This design comes from an exercise in tuning for small area on the open sky130 flow, not from production work. Function was checked by simulation only, so behaviour that the tests miss may differ from the original. Power and IR drop assume default switching activity.

Setup of run 1:
## vdl2_frame_stage
module vdl2_frame_stage (
    input  wire        clk,
    input  wire        rst,
    input  wire        bit_valid,
    input  wire        bit_in,
    input  wire        bit_first,
    input  wire        bit_last,
    output wire        oct_valid,
    output wire [7:0]  oct_data,
    output wire        frm_valid,
    output wire [1:0]  frm_status,
    output wire [13:0] frm_len,
    output wire [13:0] frm_idx,
    output wire [23:0] dst_id,
    output wire [2:0]  dst_type,
    output wire        dst_status,
    output wire [23:0] src_id,
    output wire [2:0]  src_type,
    output wire        src_status,
    output wire [1:0]  ctl_kind,
    output wire [2:0]  ctl_ns,
    output wire [2:0]  ctl_nr,
    output wire        ctl_pf,
    output wire [1:0]  ctl_sfunc,
    output wire [7:0]  ctl_ufunc,
    output wire [1:0]  route,
    output wire [1:0]  proto,
    output wire        abort_valid,
    output wire        abort_code
);
Size: roughly 380 cells after synthesis, about 130 flip-flops, about 0.0053 mm² of cells after synthesis.
export LEC_CHECK = 0
export CAP_MARGIN = 0
export CORE_MARGIN = 2
export CORE_UTILIZATION = 70
export SLEW_MARGIN = 0
create_clock -name core_clock -period 8.0 [get_ports {clk}]
standard.sh (not shown) runs the stock make flow with config.mk's settings and CLKGATE_MAP_FILE= SYNTH_SCRIPT=/design/flow/synth_recipe.tcl, a recipe that flattens the netlist after the stock synthesis.
==> flow/flow/run.sh <==
#!/bin/bash
# Standard layout with two changes to how it is made: the port buffers are
# the smallest buffer cell instead of a delay buffer, and the clock tree
# uses small buffers without dummy loads.
set -euo pipefail
export BUFFER_PORTS_ARGS="-buffer_cell sky130_fd_sc_hd__buf_1"
export CTS_ARGS="-sink_clustering_enable -repair_clock_nets -buf_list sky130_fd_sc_hd__clkbuf_4 -root_buf sky130_fd_sc_hd__clkbuf_8 -dont_use_dummy_load"
bash standard.sh > standard.log 2>&1
Edits applied to the flow inputs when going from run 1 to run 2:
- a change of CAP_MARGIN from 0 to 20
- a change of SLEW_MARGIN from 0 to 20
diff --git a/flow/flow/run.sh b/flow/flow/run.sh
--- a/flow/flow/run.sh
+++ b/flow/flow/run.sh
@@ -7 +7 @@
-export CTS_ARGS="-sink_clustering_enable -repair_clock_nets -buf_list sky130_fd_sc_hd__clkbuf_4 -root_buf sky130_fd_sc_hd__clkbuf_8 -dont_use_dummy_load"
+export CTS_ARGS="-sink_clustering_enable -repair_clock_nets -buf_list sky130_fd_sc_hd__clkbuf_16 -root_buf sky130_fd_sc_hd__clkbuf_16 -sink_clustering_size 40 -sink_clustering_max_diameter 120 -dont_use_dummy_load"
### Flow results
Run 2 vs run 1: wire length the detailed router placed on met1 up by a few percent
Run 2 ends up with a worst hold slack that is 0.017 ns higher than in run 1.
As far as number of pins exceeding their max-slew limit in the final report goes, run 1 and run 2 are indistinguishable; the numbers are identical.
Relative to run 1, share of total power consumed by net switching decreased by 1.7 points in run 2.
For final area, dividing the value from run 2 by the value from run 1 gives 1.05.
On power consumption, the lower figure sits with run 1, not run 2.
Against run 1, largest voltage drop on the vdd net in run 2 came out worse.
Via count went up by a few percent going from run 1 to run 2.
Run 2: combinational fraction of design power 1.1 points below run 1
Run 2 — worst setup slack 0.054 ns lower, run 1 as reference
### run 2 -> run 3
- CORE_UTILIZATION: 70 -> 60
diff --git a/flow/flow/run.sh b/flow/flow/run.sh
--- a/flow/flow/run.sh
+++ b/flow/flow/run.sh
@@ -7 +7 @@
-export CTS_ARGS="-sink_clustering_enable -repair_clock_nets -buf_list sky130_fd_sc_hd__clkbuf_16 -root_buf sky130_fd_sc_hd__clkbuf_16 -sink_clustering_size 40 -sink_clustering_max_diameter 120 -dont_use_dummy_load"
+export CTS_ARGS="-sink_clustering_enable -repair_clock_nets -buf_list sky130_fd_sc_hd__clkbuf_4 -root_buf sky130_fd_sc_hd__clkbuf_8 -dont_use_dummy_load"
## What came out
Final critical delay including setup and external delays (run 3 over run 2): decrease, 0.032 ns
Maximum achievable frequency is lower on run 2
Compared to run 2, run 3 has final routed wirelength across all metal layers 5.4% lower.
Inputs modified between run 3 and run 4:
- a change of CORE_UTILIZATION from 60 to 70
diff --git a/flow/flow/run.sh b/flow/flow/run.sh
--- a/flow/flow/run.sh
+++ b/flow/flow/run.sh
@@ -7 +7 @@
-export CTS_ARGS="-sink_clustering_enable -repair_clock_nets -buf_list sky130_fd_sc_hd__clkbuf_4 -root_buf sky130_fd_sc_hd__clkbuf_8 -dont_use_dummy_load"
+export CTS_ARGS="-sink_clustering_enable -repair_clock_nets -buf_list sky130_fd_sc_hd__clkbuf_8 -root_buf sky130_fd_sc_hd__clkbuf_8 -dont_use_dummy_load"
### Flow results
Across run 4 and run 3, none had a timing, DRC or antenna violation.
Global-route usage over all layers | run 4 above run 3
[run 4] sequential share of layout area fell 1.0 points relative to run 3
Comparing the two runs side by side, run 4 comes out behind run 3 on total power.
Utilization (run 4 over run 3): increase, 13 points

---

The RTL this note starts from:
==> flow/design.v <==
module vdl2_destuff (
    input  wire        clk,
    input  wire        rst,
    input  wire        bit_valid,
    input  wire        bit_in,
    input  wire        bit_first,
    input  wire        bit_last,
    output wire        app,          
    output wire        seg_start,    
    output wire [16:0] pos,          
    output reg  [16:0] cnt,          
    output reg         fresh,        
    output reg         pz,           
    output reg         oct_valid,
    output reg  [7:0]  oct_data,
    output reg         emit_valid,   
    output reg  [13:0] emit_idx,     
    output reg         abort_valid,
    output wire        abort_code    
);
    reg  [2:0] ones;      
    wire       v     = bit_valid & (bit_first | ~&ones);
    wire [2:0] o     = bit_first ? 3'd0 : ones;
    wire       pzs   = seg_start ? 1'b0 : pz;
    wire stuff_err = bit_in & (o == 3'd6);
    wire stuffed   = ~bit_in & (o == 3'd5);
    wire flag_end  = ~bit_in & (o == 3'd6);
    assign seg_start = bit_first | fresh;
    assign pos       = cnt;    
    assign app       = v & ~stuff_err & ~stuffed & ~flag_end;
    wire        cnt_load = app & seg_start;
    wire        idx_clr  = v & bit_first;
    wire [17:0] cnt_t;
    wire [14:0] idx_t;
    assign cnt_t[0] = app & ~seg_start;
    assign idx_t[0] = emit_valid;
    genvar k;
    generate
        for (k = 0; k < 17; k = k + 1) begin : g_cnt
            assign cnt_t[k+1] = cnt_t[k] & cnt[k];
            always @(posedge clk)
                if (k == 0)
                    cnt[k] <= cnt_load | (cnt[k] ^ cnt_t[k]);
                else
                    cnt[k] <= ~cnt_load & (cnt[k] ^ cnt_t[k]);
        end
        for (k = 0; k < 14; k = k + 1) begin : g_idx
            assign idx_t[k+1] = idx_t[k] & emit_idx[k];
            always @(posedge clk)
                emit_idx[k] <= ~idx_clr & (emit_idx[k] ^ idx_t[k]);
        end
    endgenerate
    wire flag_ok    = (cnt[2:0] == {2'b11, pz});
    wire flag_frame = flag_ok & (cnt[16:3] != 14'd0);
    wire tail_ok    = app ? (~seg_start & (cnt[2:0] == 3'd7)) : (cnt[2:0] == 3'd0);
    wire tail_end   = bit_last & ~flag_end & ~stuff_err;
    assign abort_code = ~&ones | fresh;
    always @(posedge clk) begin
        if (v) begin
            ones  <= bit_in ? o + 3'd1 :
                     (flag_end & ~flag_ok) ? 3'd7 : 3'd0;
            fresh <= flag_end;
            if (~bit_in & (o < 3'd5))
                pz <= 1'b1;
            else if (stuffed)
                pz <= 1'b0;
            else
                pz <= pzs;
        end
        if (app) begin
            oct_data <= {bit_in, oct_data[7:1]};
        end
    end
    always @(posedge clk) begin
        oct_valid   <= app & ~seg_start & (cnt[2:0] == 3'd7);
        emit_valid  <= v & ((flag_end & flag_frame) | (tail_end & tail_ok));
        abort_valid <= v & (stuff_err | (flag_end & ~flag_ok) |
                            (tail_end & ~tail_ok));
    end
endmodule
module vdl2_avlc (
    input  wire        clk,
    input  wire        app,          
    input  wire        bit_in,
    input  wire        seg_start,    
    input  wire [16:0] pos,          
    input  wire [16:0] cnt,          
    input  wire        flag,         
    input  wire        pz,           
    output wire [1:0]  status,       
    output wire [13:0] len,
    output wire [23:0] dst_id,
    output wire [2:0]  dst_type,
    output wire        dst_status,
    output wire [23:0] src_id,
    output wire [2:0]  src_type,
    output wire        src_status,
    output wire [1:0]  ctl_kind,     
    output wire [2:0]  ctl_ns,
    output wire [2:0]  ctl_nr,
    output wire        ctl_pf,
    output wire [1:0]  ctl_sfunc,
    output wire [7:0]  ctl_ufunc,
    output wire [1:0]  route,        
    output wire [1:0]  proto         
);
    localparam [15:0] CRC_GOOD  = 16'hF0B8;
    localparam [15:0] CRC_GOOD6 = 16'hD92F;   
    localparam [15:0] CRC_GOOD7 = 16'h4F85;   
    reg [15:0] crc;
    reg [63:0] hdr;    
    reg        sig;    
    wire [15:0] c = seg_start ? 16'hFFFF : crc;
    wire [15:0] x = {c[15:1], c[0] ^ bit_in};
    wire hdr_bit = ~seg_start & (((pos[16:6] == 11'd0) & (pos[2:0] != 3'd0)) |
                                 (pos[16:3] == 14'd8));
    wire sig_bit = ~seg_start & ((pos[16:3] == 14'd9) | (pos[16:3] == 14'd10) |
                                 (pos[16:3] == 14'd11));
    wire sig_exp = (pos[16:3] != 14'd11) | (pos[2:0] == 3'd0);
    always @(posedge clk) begin
        if (app) begin
            crc <= x[0] ? ((x >> 1) ^ 16'h8408) : (x >> 1);
            if (hdr_bit)
                hdr <= {hdr[62:0], bit_in};
            if (sig_bit)
                sig <= ((pos[16:3] == 14'd9) & (pos[2:0] == 3'd0) | sig) &
                       (bit_in == sig_exp);
        end
    end
    wire [15:0] good = !flag ? CRC_GOOD : pz ? CRC_GOOD7 : CRC_GOOD6;
    assign len    = cnt[16:3];
    assign status = (len < 14'd11) ? 2'd1 : (crc != good) ? 2'd2 : 2'd0;
    assign dst_status = hdr[63];
    assign dst_type   = hdr[62:60];
    assign dst_id     = hdr[59:36];
    assign src_status = hdr[35];
    assign src_type   = hdr[34:32];
    assign src_id     = hdr[31:8];
    wire [7:0] ctl;
    genvar k;
    generate
        for (k = 0; k < 8; k = k + 1) begin : g_ctl
            assign ctl[k] = hdr[7 - k];
        end
    endgenerate
    assign ctl_kind  = !ctl[0] ? 2'd0 : !ctl[1] ? 2'd1 : 2'd2;
    assign ctl_ns    = ctl[3:1];
    assign ctl_nr    = ctl[7:5];
    assign ctl_pf    = ctl[4];
    assign ctl_sfunc = ctl[3:2];
    assign ctl_ufunc = ctl & 8'hEC;
    wire acars_sig = (len >= 14'd14) & sig;
    assign route = (ctl_kind == 2'd0) ? (acars_sig ? 2'd0 : 2'd1) :
                   (ctl_kind == 2'd2 && ctl_ufunc == 8'hAC) ? 2'd2 : 2'd3;
    assign proto = (route == 2'd0) ? 2'd0 : (route == 2'd1) ? 2'd1 : 2'd2;
endmodule
module vdl2_frame_stage (
    input  wire        clk,
    input  wire        rst,
    input  wire        bit_valid,
    input  wire        bit_in,
    input  wire        bit_first,
    input  wire        bit_last,
    output wire        oct_valid,
    output wire [7:0]  oct_data,
    output wire        frm_valid,
    output wire [1:0]  frm_status,
    output wire [13:0] frm_len,
    output wire [13:0] frm_idx,
    output wire [23:0] dst_id,
    output wire [2:0]  dst_type,
    output wire        dst_status,
    output wire [23:0] src_id,
    output wire [2:0]  src_type,
    output wire        src_status,
    output wire [1:0]  ctl_kind,
    output wire [2:0]  ctl_ns,
    output wire [2:0]  ctl_nr,
    output wire        ctl_pf,
    output wire [1:0]  ctl_sfunc,
    output wire [7:0]  ctl_ufunc,
    output wire [1:0]  route,
    output wire [1:0]  proto,
    output wire        abort_valid,
    output wire        abort_code
);
    wire        app, seg_start, fresh, pz;
    wire [16:0] pos, cnt;
    vdl2_destuff u_destuff (
        .clk(clk), .rst(rst),
        .bit_valid(bit_valid), .bit_in(bit_in),
        .bit_first(bit_first), .bit_last(bit_last),
        .app(app), .seg_start(seg_start), .pos(pos), .cnt(cnt),
        .fresh(fresh), .pz(pz),
        .oct_valid(oct_valid), .oct_data(oct_data),
        .emit_valid(frm_valid), .emit_idx(frm_idx),
        .abort_valid(abort_valid), .abort_code(abort_code)
    );
    vdl2_avlc u_avlc (
        .clk(clk),
        .app(app), .bit_in(bit_in), .seg_start(seg_start),
        .pos(pos), .cnt(cnt), .flag(fresh), .pz(pz),
        .status(frm_status), .len(frm_len),
        .dst_id(dst_id), .dst_type(dst_type), .dst_status(dst_status),
        .src_id(src_id), .src_type(src_type), .src_status(src_status),
        .ctl_kind(ctl_kind), .ctl_ns(ctl_ns), .ctl_nr(ctl_nr), .ctl_pf(ctl_pf),
        .ctl_sfunc(ctl_sfunc), .ctl_ufunc(ctl_ufunc),
        .route(route), .proto(proto)
    );
endmodule
==> flow/config.mk <==
export PLATFORM = sky130hd
export DESIGN_NAME = vdl2_frame_stage
export DESIGN_NICKNAME = vdl2_frame_stage
export VERILOG_FILES = /design/flow/design.v
export SDC_FILE = /design/flow/constraint.sdc
export NUM_CORES = 4
export LEC_CHECK = 0
export CAP_MARGIN = 20
export CORE_MARGIN = 2
export CORE_UTILIZATION = 78
export SLEW_MARGIN = 20
==> flow/constraint.sdc <==
create_clock -name core_clock -period 8.0 [get_ports {clk}]
set_input_delay 1.6000 -clock core_clock [delete_from_list [all_inputs] [get_ports {clk}]]
set_output_delay 1.6000 -clock core_clock [all_outputs]
set_load 0.01 [all_outputs]
==> flow/flow/run.sh <==
#!/bin/bash
# Standard layout with three changes to how it is made:
#  - after the standard synthesis, the combinational logic between the
#    (unchanged) registers is mapped again by ABC for area (flow/area.abc);
#  - the port buffers are the smallest buffer cell instead of a delay buffer;
#  - the clock tree uses small buffers and no dummy loads.
# Each tool's output goes to a log in this folder.
set -euo pipefail
HERE=$(pwd)
RES=$HERE/orfs/results/$FLOW_PLATFORM/vdl2_frame_stage/base
LIB=$FLOW_HOME/platforms/$FLOW_PLATFORM/lib/sky130_fd_sc_hd__tt_025C_1v80.lib
YOSYS=$FLOW_HOME/../tools/install/yosys/bin/yosys
export BUFFER_PORTS_ARGS="-buffer_cell sky130_fd_sc_hd__buf_1"
export CTS_ARGS="-sink_clustering_enable -repair_clock_nets -buf_list {sky130_fd_sc_hd__clkbuf_2 sky130_fd_sc_hd__clkbuf_4} -root_buf sky130_fd_sc_hd__clkbuf_8 -dont_use_dummy_load"

# 1. standard synthesis only
bash standard.sh "$RES/1_2_yosys.v" > standard_synth.log 2>&1

# cells the platform marks don't-use (config.mk: probe and lpflow cells)
DONT_USE=$(grep -oE 'cell *\( *"?sky130_fd_sc_hd__(lpflow_[a-z0-9_]+|probec?_p_8)' "$LIB" \
  | sed -E 's/.*(sky130_fd_sc_hd__)/\1/' | sort -u | sed 's/^/-dont_use /' | tr '\n' ' ')

# 2. remap the logic, keeping every register cell and its name
cp "$RES/1_2_yosys.v" "$HERE/1_2_yosys.standard.v"
cat > "$HERE/resyn.ys" <<EOY
read_liberty -ignore_miss_func $LIB
read_verilog -sv $HERE/1_2_yosys.standard.v
hierarchy -top $FLOW_TOP
setattr -mod -set keep_hierarchy 1 sky130_fd_sc_hd__edfxtp_1 sky130_fd_sc_hd__dfxtp_1
flatten
read_liberty -lib -overwrite -ignore_miss_func $LIB
hierarchy -top $FLOW_TOP
rename -hide w:*.*
opt_clean
opt -fast
abc -script $HERE/flow/area.abc -liberty $LIB $DONT_USE
setundef -zero
splitnets
opt_clean -purge
hilomap -singleton -hicell sky130_fd_sc_hd__conb_1 HI -locell sky130_fd_sc_hd__conb_1 LO
insbuf -buf sky130_fd_sc_hd__buf_1 A X
opt_clean -purge
check -assert
stat -liberty $LIB
write_verilog -noattr -noexpr -nohex -nodec $HERE/1_2_yosys.resyn.v
EOY
"$YOSYS" -s "$HERE/resyn.ys" > resyn.log 2>&1
cp "$HERE/1_2_yosys.resyn.v" "$RES/1_2_yosys.v"
touch "$RES/1_2_yosys.v"

# 3. the rest of the standard layout from the remapped netlist
bash standard.sh > standard.log 2>&1
==> flow/flow/area.abc <==
&get -n
&st
&dch -f
&nf -R 1000
&put
Edit:
--- a/flow/flow/run.sh
+++ b/flow/flow/run.sh
@@ -13,3 +13,3 @@
 export BUFFER_PORTS_ARGS="-buffer_cell sky130_fd_sc_hd__buf_1"
-export CTS_ARGS="-sink_clustering_enable -repair_clock_nets -buf_list {sky130_fd_sc_hd__clkbuf_2 sky130_fd_sc_hd__clkbuf_4} -root_buf sky130_fd_sc_hd__clkbuf_8 -dont_use_dummy_load"
+export CTS_ARGS="-sink_clustering_enable -repair_clock_nets -buf_list sky130_fd_sc_hd__clkbuf_4 -root_buf sky130_fd_sc_hd__clkbuf_8 -dont_use_dummy_load"
 
CORE_UTILIZATION = 85   (was 78)
Effect:
- The new run died in detailed placement (3_5_place_dp) on DPL-0033
- synthesized cell count stays the same
- synthesized area stays the same
Edit:
CORE_UTILIZATION = 78   (was 85)
Effect: With this change the flow finished with timing, DRC and antenna clean. Synthesized area stays the same. Synthesized cell count is unchanged.
Edit:
==> flow/flow/run.sh (replaced) <==
#!/bin/bash
# Standard layout with two changes to how it is made: the port buffers are
# the smallest buffer cell instead of a delay buffer, and the clock tree
# uses small buffers without dummy loads.
set -euo pipefail
export BUFFER_PORTS_ARGS="-buffer_cell sky130_fd_sc_hd__buf_1"
export CTS_ARGS="-sink_clustering_enable -repair_clock_nets -buf_list sky130_fd_sc_hd__clkbuf_4 -root_buf sky130_fd_sc_hd__clkbuf_8 -dont_use_dummy_load"
bash standard.sh > standard.log 2>&1
CORE_UTILIZATION = 70   (was 78)
removed: flow/flow/area.abc
What happened: The new run finished clean. Global-route usage came out lower by 15 points. Setup slack got worse by 0.65 ns. Synthesized area came out higher by 7.9%. Via count came out lower by about 16%. Total power came out lower by 0.72%.
Edit:
==> flow/flow/run.sh (replaced) <==
#!/bin/bash
# Standard layout with three changes to how it is made:
#  - after the standard synthesis, the combinational logic between the
#    (unchanged) registers is mapped again by ABC for area (flow/area.abc);
#  - the port buffers are the smallest buffer cell instead of a delay buffer;
#  - the clock tree uses small buffers and no dummy loads.
# Each tool's output goes to a log in this folder.
set -euo pipefail
HERE=$(pwd)
RES=$HERE/orfs/results/$FLOW_PLATFORM/vdl2_frame_stage/base
LIB=$FLOW_HOME/platforms/$FLOW_PLATFORM/lib/sky130_fd_sc_hd__tt_025C_1v80.lib
YOSYS=$FLOW_HOME/../tools/install/yosys/bin/yosys
export BUFFER_PORTS_ARGS="-buffer_cell sky130_fd_sc_hd__buf_1"
export CTS_ARGS="-sink_clustering_enable -repair_clock_nets -buf_list sky130_fd_sc_hd__clkbuf_4 -root_buf sky130_fd_sc_hd__clkbuf_8 -dont_use_dummy_load"

# 1. standard synthesis only
bash standard.sh "$RES/1_2_yosys.v" > standard_synth.log 2>&1

# cells the platform marks don't-use (config.mk: probe and lpflow cells)
DONT_USE=$(grep -oE 'cell *\( *"?sky130_fd_sc_hd__(lpflow_[a-z0-9_]+|probec?_p_8)' "$LIB" \
  | sed -E 's/.*(sky130_fd_sc_hd__)/\1/' | sort -u | sed 's/^/-dont_use /' | tr '\n' ' ')

# 2. remap the logic, keeping every register cell and its name
cp "$RES/1_2_yosys.v" "$HERE/1_2_yosys.standard.v"
cat > "$HERE/resyn.ys" <<EOY
read_liberty -ignore_miss_func $LIB
read_verilog -sv $HERE/1_2_yosys.standard.v
hierarchy -top $FLOW_TOP
setattr -mod -set keep_hierarchy 1 sky130_fd_sc_hd__edfxtp_1 sky130_fd_sc_hd__dfxtp_1
flatten
read_liberty -lib -overwrite -ignore_miss_func $LIB
hierarchy -top $FLOW_TOP
rename -hide w:*.*
opt_clean
opt -fast
abc -script $HERE/flow/area.abc -liberty $LIB $DONT_USE
setundef -zero
splitnets
opt_clean -purge
hilomap -singleton -hicell sky130_fd_sc_hd__conb_1 HI -locell sky130_fd_sc_hd__conb_1 LO
insbuf -buf sky130_fd_sc_hd__buf_1 A X
opt_clean -purge
check -assert
stat -liberty $LIB
write_verilog -noattr -noexpr -nohex -nodec $HERE/1_2_yosys.resyn.v
EOY
"$YOSYS" -s "$HERE/resyn.ys" > resyn.log 2>&1
cp "$HERE/1_2_yosys.resyn.v" "$RES/1_2_yosys.v"
touch "$RES/1_2_yosys.v"

# 3. the rest of the standard layout from the remapped netlist
bash standard.sh > standard.log 2>&1
==> flow/flow/area.abc (new file) <==
&get -n
&st
&dch -f
&nf -R 1000
&put
The new run went through all stages and came out clean.
Die area is lower by 7.0%.
Synthesized cell count hardly moves.
Via count goes up by 6.1%.
Cell count is lower by 0.37%.
Power came out lower by 0.71%.
Register-to-register slack gets better by 0.77 ns.
Clock power hardly moves.

[re-timing with driven ports]
No port has a modelled driver above. Below, the same layouts with a new extraction and two added sets of constraints.
Step 1 sets driving cells, clkbuf_16 on the clock port and buf_2 on the other inputs (assumed; they add their load-dependent delay and slew).
Step 2, shift: input delay + t, output delay - t, t = (earliest + latest rising clock arrival at the registers) / 2. This alone moves slack from input paths to output paths.
a / b / c = ideal ports / drivers / drivers and shift; a / b = the first two.
run | t (ns) | setup slack, ns | latest minus earliest clock arrival (ns)
run 1 | 0.406 | 3.663 / 3.666 / 3.260 | 0.043 / 0.042
run 2 | 0.424 | 3.609 / 3.614 / 3.190 | 0.019 / 0.019
run 3 | 0.407 | 3.641 / 3.648 / 3.241 | 0.049 / 0.049
run 4 | 0.430 | 3.681 / 3.685 / 3.255 | 0.028 / 0.028
the first run of note 2 | 0.420 | 3.095 / 3.097 / 2.677 | 0.034 / 0.034
the third run of note 2 | 0.420 | 3.095 / 3.097 / 2.677 | 0.034 / 0.034
the fourth run of note 2 | 0.405 | 2.446 / 2.448 / 2.042 | 0.044 / 0.045
the fifth run of note 2 | 0.416 | 3.288 / 3.296 / 2.880 | 0.033 / 0.034
After both steps setup and hold are still met in every run listed. The setup slack of run 4, which loses most, moves by +0.004 ns with the drivers and by -0.426 ns with both steps.
